Context: an optimization exercise on an open-source flow, tuned for small area, a short achievable clock period and few clock cycles per item. The choices shown serve that exercise and are no tape-out recipe. RTL that was checked went through simulation tests only; none was proved equivalent to the original.

## P
// cbc_aes_dec
module cbc_aes_dec (
    input  wire         clk,
    input  wire         rst,         
    input  wire         key_load,    
    input  wire [127:0] key_in,
    input  wire         iv_load,     
    input  wire [127:0] iv_in,
    input  wire         blk_valid,   
    input  wire [127:0] blk_in,
    output reg          ready,
    output reg          out_valid,   
    output reg  [127:0] out_data
);
    localparam [1:0] S_RUN   = 2'd0,   
                     S_KCHK  = 2'd1,   
                     S_DRAIN = 2'd2,   
                     S_EXP   = 2'd3;   
    reg [1:0]   fsm;
    reg         kvalid;   
    reg [127:0] dk;       
    reg [31:0]  dkt;      
    reg [3:0]   estep;    
    reg         ephase;   
    reg [127:0] civ;      
    reg         ent;      
    reg         a0;       
    reg [3:0]   r0;
    reg [127:0] st0;      
    reg [127:0] k0;       
    reg         kok0;
    reg [31:0]  u0;       
    reg [127:0] iv0;      
    reg         a1;
    reg [3:0]   r1;
    reg [127:0] st1;
    reg [127:0] k1;       
    reg         kok1;
    reg [31:0]  t1;       
    reg [127:0] iv1;
    wire take     = ready && !rst;
    wire take_key = take && key_load;
    wire take_iv  = take && !key_load && iv_load;
    wire take_blk = take && !key_load && !iv_load && blk_valid;
    wire [127:0] isr;
    wire [127:0] isb;
    genvar r, c;
    generate
        for (c = 0; c < 4; c = c + 1) begin : g_col
            for (r = 0; r < 4; r = r + 1) begin : g_row
                assign isr[127 - 8*(r + 4*c) -: 8] = st0[127 - 8*(r + 4*((c + 4 - r) % 4)) -: 8];
                aes_inv_sbox u_sbox (
                    .t(isr[127 - 8*(r + 4*c) -: 8]),
                    .y(isb[127 - 8*(r + 4*c) -: 8])
                );
            end
        end
    endgenerate
    wire [31:0] sw_out;
    aes_sbox u_ks_sbox0 (.t(u0[23:16]), .y(sw_out[31:24]));
    aes_sbox u_ks_sbox1 (.t(u0[15:8]),  .y(sw_out[23:16]));
    aes_sbox u_ks_sbox2 (.t(u0[7:0]),   .y(sw_out[15:8]));
    aes_sbox u_ks_sbox3 (.t(u0[31:24]), .y(sw_out[7:0]));
    wire [127:0] ark = st1 ^ k1;
    wire [127:0] imc;     
    generate
        for (c = 0; c < 4; c = c + 1) begin : g_mix
            aes_inv_mix_col u_mix (
                .col_in (ark[127 - 32*c -: 32]),
                .col_out(imc[127 - 32*c -: 32])
            );
        end
    endgenerate
  ...
Size in the first run: ~520 I/O pins, ~79000 µm² of cells after synthesis.
==> module cbc_aes_dec, before the edit <==
module cbc_aes_dec (
    input  wire         clk,
    input  wire         rst,         
    input  wire         key_load,    
    input  wire [127:0] key_in,
    input  wire         iv_load,     
    input  wire [127:0] iv_in,
    input  wire         blk_valid,   
    input  wire [127:0] blk_in,
    output reg          ready,
    output reg          out_valid,   
    output reg  [127:0] out_data
);
    localparam [1:0] S_RUN   = 2'd0,   
                     S_KCHK  = 2'd1,   
                     S_DRAIN = 2'd2,   
                     S_EXP   = 2'd3;   
    reg [1:0]   fsm;
    reg         kvalid;   
    reg [127:0] dk;       
    reg [31:0]  dkt;      
    reg [3:0]   estep;    
    reg         ephase;   
    reg [127:0] civ;      
    reg         ent;      
    reg         a0;       
    reg [3:0]   r0;
    reg [127:0] st0;      
    reg [127:0] k0;       
    reg         kok0;
    reg [31:0]  u0;       
    reg [127:0] iv0;      
    reg         a1;
    reg [3:0]   r1;
    reg [127:0] st1;
    reg [127:0] k1;       
    reg         kok1;
    reg [31:0]  t1;       
    reg [127:0] iv1;
    wire take     = ready && !rst;
    wire take_key = take && key_load;
    wire take_iv  = take && !key_load && iv_load;
    wire take_blk = take && !key_load && !iv_load && blk_valid;
    wire [127:0] isr;
    wire [127:0] isb;
    genvar r, c;
    generate
        for (c = 0; c < 4; c = c + 1) begin : g_col
            for (r = 0; r < 4; r = r + 1) begin : g_row
                assign isr[127 - 8*(r + 4*c) -: 8] = st0[127 - 8*(r + 4*((c + 4 - r) % 4)) -: 8];
                aes_inv_sbox u_sbox (
                    .t(isr[127 - 8*(r + 4*c) -: 8]),
                    .y(isb[127 - 8*(r + 4*c) -: 8])
                );
            end
        end
    endgenerate
    wire [31:0] sw_out;
    aes_sbox u_ks_sbox0 (.t(u0[23:16]), .y(sw_out[31:24]));
    aes_sbox u_ks_sbox1 (.t(u0[15:8]),  .y(sw_out[23:16]));
    aes_sbox u_ks_sbox2 (.t(u0[7:0]),   .y(sw_out[15:8]));
    aes_sbox u_ks_sbox3 (.t(u0[31:24]), .y(sw_out[7:0]));
    wire [127:0] ark = st1 ^ k1;
    wire [127:0] imc;     
    generate
        for (c = 0; c < 4; c = c + 1) begin : g_mix
            aes_inv_mix_col u_mix (
                .col_in (ark[127 - 32*c -: 32]),
                .col_out(imc[127 - 32*c -: 32])
            );
        end
    endgenerate
    function [7:0] rcon_of(input [3:0] i);
        rcon_of = {i == 4'd8, i == 4'd7, i == 4'd6 || i == 4'd10,
                   i == 4'd5 || i == 4'd9 || i == 4'd10, i == 4'd4 || i == 4'd9,
                   i == 4'd3 || i == 4'd10, i == 4'd2 || i == 4'd9 || i == 4'd10,
                   i == 4'd1 || i == 4'd9};
    endfunction
    wire [31:0] q0 = k1[127:96], q1 = k1[95:64], q2 = k1[63:32], q3 = k1[31:0];
    wire [127:0] k1_prev = {q0 ^ {rcon_of(r1), 24'h000000} ^ t1, q1 ^ q0, q2 ^ q1, q3 ^ q2};
    wire [31:0]  u1_prev = q3 ^ q1;      
    wire [31:0] d0 = dk[127:96], d1 = dk[95:64], d2 = dk[63:32], d3 = dk[31:0];
    wire [127:0] dk_prev = {d0 ^ 32'h36000000 ^ dkt, d1 ^ d0, d2 ^ d1, d3 ^ d2};
    wire [31:0]  udk     = d3 ^ d1;
    wire [31:0] s0 = d0 ^ {rcon_of(estep), 24'h000000};
    wire [31:0] s1 = s0 ^ d1;
    wire [31:0] s2 = s1 ^ d2;
    wire [31:0] s3 = s2 ^ d3;
    wire [31:0] e0 = s0 ^ t1;
    wire [31:0] e1 = s1 ^ t1;
    wire [31:0] e2 = s2 ^ t1;
    wire [31:0] e3 = s3 ^ t1;
    wire [127:0] blk_x = blk_in ^ dk;
    wire [127:0] blk_t;
    generate
        for (c = 0; c < 16; c = c + 1) begin : g_in
            aes_inv_tmap u_tmap (.a(blk_x[8*c +: 8]), .t(blk_t[8*c +: 8]));
        end
    endgenerate
    wire [31:0] u0_x = (fsm == S_DRAIN && !a0 && !a1) ? d3 :
                       (fsm == S_EXP)   ? (ephase ? e3 : d3) :
                       ent              ? udk : u1_prev;
    wire [31:0] u0_t;
    generate
        for (c = 0; c < 4; c = c + 1) begin : g_u
            aes_fwd_tmap u_tmap (.a(u0_x[8*c +: 8]), .t(u0_t[8*c +: 8]));
        end
    endgenerate
    always @(posedge clk) begin
        st1 <= isb;
        k1  <= k0;
        t1  <= sw_out;
        iv1 <= iv0;
        if (ent) begin
            st0 <= take_key ? key_in : blk_t;
            k0  <= take_blk ? dk_prev : k1;
            iv0 <= civ;
        end else begin
            st0 <= imc;
            k0  <= k1_prev;
            iv0 <= iv1;
        end
        u0 <= u0_t;
        out_data <= ark ^ iv1;
        if (fsm == S_KCHK && !match)
            dk <= st0;           
        else if (fsm == S_EXP && ephase)
            dk <= {e0, e1, e2, e3};
        if (fsm == S_EXP && ephase && estep == 4'd10)
            dkt <= t1;
    end
    reg  [1:0] fsm_n;
    reg        kvalid_n;
    wire       match = kvalid && kok0 && (st0 == k0);
    always @(*) begin
        fsm_n    = fsm;
        kvalid_n = kvalid;
        case (fsm)
            S_RUN: begin
                if (take_key)
                    fsm_n = S_KCHK;
            end
            S_KCHK: begin
                if (!match) begin
                    kvalid_n = 1'b0;
                    fsm_n    = S_DRAIN;
                end else begin
                    fsm_n = S_RUN;
                end
            end
            S_DRAIN: begin
                if (!a0 && !a1)
                    fsm_n = S_EXP;
            end
            S_EXP: begin
                if (ephase && estep == 4'd10) begin
                    kvalid_n = 1'b1;
                    fsm_n    = S_RUN;
                end
            end
            default: fsm_n = S_RUN;
        endcase
    end
    wire free1_n = !a0 || (r0 == 4'd0);
    always @(posedge clk) begin
        if (rst) begin
            fsm       <= S_RUN;
            kvalid    <= 1'b0;
            ready     <= 1'b1;
            ent       <= 1'b1;
            a0        <= 1'b0;
            a1        <= 1'b0;
            kok0      <= 1'b0;
            kok1      <= 1'b0;
            out_valid <= 1'b0;
            civ       <= 128'd0;
        end else begin
            fsm       <= fsm_n;
            kvalid    <= kvalid_n;
            ready     <= (fsm_n == S_RUN) && free1_n;
            ent       <= free1_n;
            a1        <= a0;
            r1        <= r0;
            kok1      <= kok0 && !(fsm == S_KCHK && !match);
            kok0      <= (take_blk || kok1) && !(fsm == S_KCHK && !match);
            a0        <= take_blk || (a1 && (r1 != 4'd0));
            r0        <= take_blk ? 4'd9 : r1 - 4'd1;
            out_valid <= a1 && (r1 == 4'd0);
            if (take_iv)
                civ <= iv_in;
            else if (take_blk)
                civ <= blk_in;
            if (fsm == S_DRAIN) begin
                estep  <= 4'd1;
                ephase <= 1'b0;
            end else begin
                ephase <= !ephase;
                if (ephase)
                    estep <= estep + 4'd1;
            end
        end
    end
endmodule
export LEC_CHECK = 0
export CAP_MARGIN = 20
export CORE_MARGIN = 2
export CORE_UTILIZATION = 60
export CTS_CLUSTER_DIAMETER = 80
export CTS_CLUSTER_SIZE = 24
export PLACE_DENSITY = 0.7
export SLEW_MARGIN = 20
export SYNTH_HIERARCHICAL = 1
create_clock -name core_clock -period 10.0 [get_ports {clk}]
standard.sh (not shown) runs the stock make flow with config.mk's settings and CLKGATE_MAP_FILE= SYNTH_SCRIPT=/design/flow/synth_recipe.tcl, a recipe that flattens the netlist after the stock synthesis.
==> flow/flow/run.sh <==
#!/bin/bash
# The standard layout (the standard.sh, unchanged synthesis), with
#  - the port buffers made with the smallest buffer cell (every port still gets one).
export SETUP_SLACK_MARGIN=6.8
export BUFFER_PORTS_ARGS="-buffer_cell sky130_fd_sc_hd__buf_1"
bash standard.sh > standard.log 2>&1
Inputs modified between P and Q:
diff --git a/flow/design.v b/flow/design.v
--- a/flow/design.v
+++ b/flow/design.v
@@ -1060,4 +1060,5 @@
     reg [127:0] dk;       
     reg [31:0]  dkt;      
+    reg         dkload;   
     reg [3:0]   estep;    
     reg         ephase;   
@@ -1153,7 +1154,7 @@
         iv1 <= iv0;
         if (ent) begin
-            st0 <= take_key ? key_in : blk_t;
+            st0 <= blk_t;
             k0  <= take_blk ? dk_prev : k1;
-            iv0 <= civ;
+            iv0 <= take_key ? key_in : civ;
         end else begin
             st0 <= imc;
@@ -1163,6 +1164,6 @@
         u0 <= u0_t;
         out_data <= ark ^ iv1;
-        if (fsm == S_KCHK && !match)
-            dk <= st0;           
+        if (dkload)
+            dk <= iv1;           
         else if (fsm == S_EXP && ephase)
             dk <= {e0, e1, e2, e3};
@@ -1172,5 +1173,5 @@
     reg  [1:0] fsm_n;
     reg        kvalid_n;
-    wire       match = kvalid && kok0 && (st0 == k0);
+    wire       match = kvalid && kok0 && (iv0 == k0);
     always @(*) begin
         fsm_n    = fsm;
@@ -1190,5 +1191,5 @@
             end
             S_DRAIN: begin
-                if (!a0 && !a1)
+                if (!a0 && !a1 && !dkload)
                     fsm_n = S_EXP;
             end
@@ -1213,4 +1214,5 @@
             kok0      <= 1'b0;
             kok1      <= 1'b0;
+            dkload    <= 1'b0;
             out_valid <= 1'b0;
             civ       <= 128'd0;
@@ -1222,4 +1224,5 @@
             a1        <= a0;
             r1        <= r0;
+            dkload    <= (fsm == S_KCHK) && !match;
             kok1      <= kok0 && !(fsm == S_KCHK && !match);
             kok0      <= (take_blk || kok1) && !(fsm == S_KCHK && !match);
--- outcome ---
Between Q and P, the latest clock arrival within the worst-skew pair does not differ in any meaningful way.
Q vs P — final cell count dropped slightly
Re wire length of the first global-routing pass: P was higher than Q.
Higher synthesized cell count goes to Q over P.
The run showing the greater met2 demand-to-capacity share in global routing is P.
Q: clock tree buffer count of the final layout 3.0% above P
The lower xor/xnor share of the synthesized area of P and Q is in P.
Between P and Q, the maximum fanout along the worst path is lower for Q.
In the metrics for P and Q, the one carrying the higher area growth from synthesis to layout is P.
Compared with P, in Q average wire per cell in the routed design fell by about 4.3%; global router's overall resource usage fell by 0.95 points; summed area of non-filler cells in the final layout fell by 2000 µm².
Final routed DRC violation total came out exactly the same in P and Q.
Testbench counts of Q, summed over its fixed seeds: cycles 25,069, blocks 2,457.
For P, only the layout was checked, not whether the RTL still works.

[afterwards: timing with drivers on the ports]
The results above use ideal ports. As a check the final layouts listed here were re-extracted and re-timed, cells and wires unchanged.
Step 1, drivers: a clkbuf_16 drives clk and a buf_2 each remaining input, both assumed.
Step 2 times the ports against the registers' clock, not the clock port: input delays grow and output delays shrink by t, the midpoint of the rising clock arrivals with the driver on.
Three values: ideal ports, drivers, drivers and shift; two values: the first two.
run | t (ns) | setup WS [ns] | hold slack, ns | worst slew at a driven data input, ns | pins driven straight from the clock port
P | 0.803 | 6.621 / 6.621 / 5.946 | 0.319 / 0.319 / 0.319 | 0.09 | 1
Q | 0.807 | 6.695 / 6.646 / 6.071 | 0.350 / 0.350 / 0.350 | 0.08 | 1
After both steps every run listed still meets setup and hold. For P, which loses most, drivers alone change the setup slack by 0.000 ns; drivers and shift together by -0.675 ns.
